Context: an optimization exercise on an open-source flow, tuned for small area, a short achievable clock period and few clock cycles. The choices shown serve that exercise and are no tape-out recipe.
Function was checked by simulation only, so behaviour that the tests miss may differ from the original.

## mnt_fxu
module mnt_fxu (
    input  wire        clk,
    input  wire        rst,       
    input  wire        req,
    input  wire        we,
    input  wire [5:0]  addr,      
    input  wire [31:0] wdata,
    output wire        ready,
    output reg  [31:0] rdata
);
export LEC_CHECK = 0
export ABC_AREA = 1
export CAP_MARGIN = 20
export CORE_MARGIN = 2
export CORE_UTILIZATION = 40
export CTS_BUF_LIST = sky130_fd_sc_hd__clkbuf_4 sky130_fd_sc_hd__clkbuf_8
export SLEW_MARGIN = 20
export TNS_END_PERCENT = 30
create_clock -name core_clock -period 14.0 [get_ports {clk}]
standard.sh (not shown) runs the stock make flow with config.mk's settings and CLKGATE_MAP_FILE= SYNTH_SCRIPT=/design/flow/synth_recipe.tcl, a recipe that flattens the netlist after the stock synthesis.
==> flow/flow/run.sh <==
#!/bin/bash
set -euo pipefail
bash standard.sh SETUP_SLACK_MARGIN=6 finish > standard.log 2>&1
The first run finished clean.
Testbench counts at the start, summed over its fixed seeds: cycles 35,295.
Next try:
- ABC_AREA: 1 -> default
- CORE_UTILIZATION: 40 -> 55
- CTS_BUF_LIST: sky130_fd_sc_hd__clkbuf_4 sky130_fd_sc_hd__clkbuf_8 -> default
- TNS_END_PERCENT: 30 -> default
Result: Die area shrinks by 26%; worst hold slack is worse by 0.0066 ns; global-route usage came out higher by 10 points; flip-flop and latch count does not change; area after synthesis rose by 1.8%; sequential share of layout area came out lower by 0.28 points; design area grows by 0.96%; first-iteration DRC count came out higher by 7.1%; clock skew is lower by 0.058 ns.
Next try:
- ABC_AREA: default -> 1
- CTS_BUF_LIST: default -> sky130_fd_sc_hd__clkbuf_4 sky130_fd_sc_hd__clkbuf_8
- The new run ran to the end with no violations
- die area shrinks by 1.7%
- cell count went up by 26%
- hold slack gets worse by 0.016 ns
- setup slack got worse by 0.15 ns
- count of clock-buffer cells in the layout went up by 61
- global-route usage goes up by 2.3 points
Next try:
==> flow/flow/run.sh (replaced) <==
#!/bin/bash
set -euo pipefail
bash standard.sh SETUP_SLACK_MARGIN=5.5 finish > standard.log 2>&1
- CORE_UTILIZATION: 55 -> 40
Outcome:
- setup slack gets worse by 0.28 ns
- clock skew rose by 0.022 ns
- design area fell by a few percent

========
Setup of exp/umber:
mnt_fxu again, from the RTL that the note above started with.
Settings: LEC_CHECK=0, ABC_AREA=1, CAP_MARGIN=20, CORE_MARGIN=2, CORE_UTILIZATION=40, SLEW_MARGIN=20; clock period 14.0 ns.
==> flow/flow/run.sh <==
#!/bin/bash
set -euo pipefail
bash standard.sh SETUP_SLACK_MARGIN=6 finish > standard.log 2>&1
exp/umber completed every stage of the flow, and the final layout passed the timing, design-rule and antenna checks.
Testbench counts of exp/umber, summed over its fixed seeds: cycles 35,295.
Here is what was changed in the inputs of exp/zinc compared with exp/umber.
- an added CTS_CLUSTER_SIZE of 30
- an added CTS_BUF_LIST of sky130_fd_sc_hd__clkbuf_4 sky130_fd_sc_hd__clkbuf_8
==> notes.md <==
Compared exp/umber against exp/zinc; wire length of the first global-routing pass within noise. Relative to exp/umber, the path depth of the worst reg2reg path of exp/zinc is lower by 9. Measured against each other, exp/umber and exp/zinc differ in final worst-path cycle share, the lower figure coming from exp/umber. exp/umber has a higher utilization after layout than exp/zinc. There was hardly any difference in met1 layer usage reported by global route between exp/umber and exp/zinc. Compared to exp/umber, exp/zinc has synthesis-to-finish area growth 0.45 points lower. Detailed-routing wirelength on met1 went up slightly going from exp/umber to exp/zinc. exp/zinc falls short of exp/umber in via count. Cmp exp/umber and exp/zinc / cell area / higher: exp/umber.
Input-level comparison between exp/onyx and exp/zinc:
- CTS_CLUSTER_SIZE no longer set, was 30
==> notes.md <==
Summary of exp/onyx over exp/zinc: flip-flop and latch count roughly the same; area of all placed cells without fillers roughly the same; sequential share of layout area roughly the same.

========
Starting RTL as in the previous note.
## mnt_fxu
module mnt_fxu (
    input  wire        clk,
    input  wire        rst,       
    input  wire        req,
    input  wire        we,
    input  wire [5:0]  addr,      
    input  wire [31:0] wdata,
    output wire        ready,
    output reg  [31:0] rdata
);
==> flow/config.mk <==
export PLATFORM = sky130hd
export DESIGN_NAME = mnt_fxu
export DESIGN_NICKNAME = mnt_fxu
export VERILOG_FILES = /design/flow/design.v
export SDC_FILE = /design/flow/constraint.sdc
export NUM_CORES = 4
export LEC_CHECK = 0
export ABC_AREA = 1
export CAP_MARGIN = 20
export CORE_MARGIN = 2
export CORE_UTILIZATION = 40
export CTS_BUF_LIST = sky130_fd_sc_hd__clkbuf_4 sky130_fd_sc_hd__clkbuf_8
export SLEW_MARGIN = 20
==> flow/constraint.sdc <==
create_clock -name core_clock -period 14.0 [get_ports {clk}]
set_input_delay 2.8000 -clock core_clock [delete_from_list [all_inputs] [get_ports {clk}]]
set_output_delay 2.8000 -clock core_clock [all_outputs]
set_load 0.01 [all_outputs]
==> flow/flow/run.sh <==
#!/bin/bash
set -euo pipefail
bash standard.sh SETUP_SLACK_MARGIN=6.5 finish > standard.log 2>&1
Testbench counts at the start, summed over its fixed seeds: cycles 35,295.
Then changed:
==> flow/flow/run.sh (replaced) <==
#!/bin/bash
set -euo pipefail
bash standard.sh SETUP_SLACK_MARGIN=6 finish > standard.log 2>&1
--- a/flow/config.mk
+++ b/flow/config.mk
@@ -7,3 +7,2 @@
 export LEC_CHECK = 0
-export ABC_AREA = 1
 export CAP_MARGIN = 20
@@ -11,3 +10,2 @@
 export CORE_UTILIZATION = 40
-export CTS_BUF_LIST = sky130_fd_sc_hd__clkbuf_4 sky130_fd_sc_hd__clkbuf_8
 export SLEW_MARGIN = 20
Effect: The changed run went through all stages and came out clean; flip-flop and latch count does not change; non-clock buffer count went down by 150; clock skew goes down by 0.0054 ns; synthesized area rose by 1.8%; register-to-register slack is worse by 0.22 ns; worst hold slack gets worse by 0.017 ns; maximum frequency drops by 3.0%; final cell count decreases by 21%; die area goes up by 1.7%.

==> static timing again, ports no longer ideal <==
The results above use ideal ports. As a check the final layouts listed here were re-extracted and re-timed, cells and wires unchanged.
Step 1 (the two cells are an assumption about what drives the block):
set clk [get_ports {clk}]
set_driving_cell -lib_cell sky130_fd_sc_hd__clkbuf_16 $clk
set_driving_cell -lib_cell sky130_fd_sc_hd__buf_2 [delete_from_list [all_inputs] $clk]
Step 2 moves the port delays by t, midway between the first and last clock arrival at a register: inputs arrive t later, outputs are due t later. That takes back most of the time a late clock gives input paths.
Three values: ideal ports, drivers, drivers and shift; two values: the first two.
| run | t, ns | setup WS [ns] | latest minus earliest clock arrival (ns) | slew at the worst register clock pin (ns) | worst slew at a driven data input, ns |
|---|---|---|---|---|---|
| the first run of note 1 | 0.924 | 5.806 / 5.795 / 5.795 | 0.102 / 0.102 | 0.09 / 0.09 | 0.05 |
| the second run of note 1 | 0.704 | 5.923 / 5.895 / 5.895 | 0.044 / 0.045 | 0.07 / 0.07 | 0.06 |
| the third run of note 1 | 0.881 | 5.768 / 5.768 / 5.768 | 0.085 / 0.085 | 0.09 / 0.09 | 0.06 |
| the fourth run of note 1 | 0.918 | 5.491 / 5.491 / 5.491 | 0.108 / 0.107 | 0.09 / 0.09 | 0.05 |
| exp/umber | 0.766 | 6.004 / 6.004 / 6.004 | 0.065 / 0.065 | 0.08 / 0.08 | 0.05 |
| exp/zinc | 0.920 | 5.971 / 5.971 / 5.971 | 0.109 / 0.108 | 0.10 / 0.10 | 0.05 |
| exp/onyx | 0.920 | 5.971 / 5.971 / 5.971 | 0.109 / 0.108 | 0.10 / 0.10 | 0.05 |
| the first run of note 3 | 0.941 | 6.230 / 6.230 / 6.230 | 0.074 / 0.074 | 0.08 / 0.08 | 0.06 |
| the second run of note 3 | 0.722 | 5.989 / 5.898 / 5.898 | 0.069 / 0.069 | 0.08 / 0.08 | 0.09 |
After both steps every run listed still meets setup and hold. The setup slack of the second run of note 3, which loses most, moves by -0.091 ns with the drivers and by -0.091 ns with both steps.
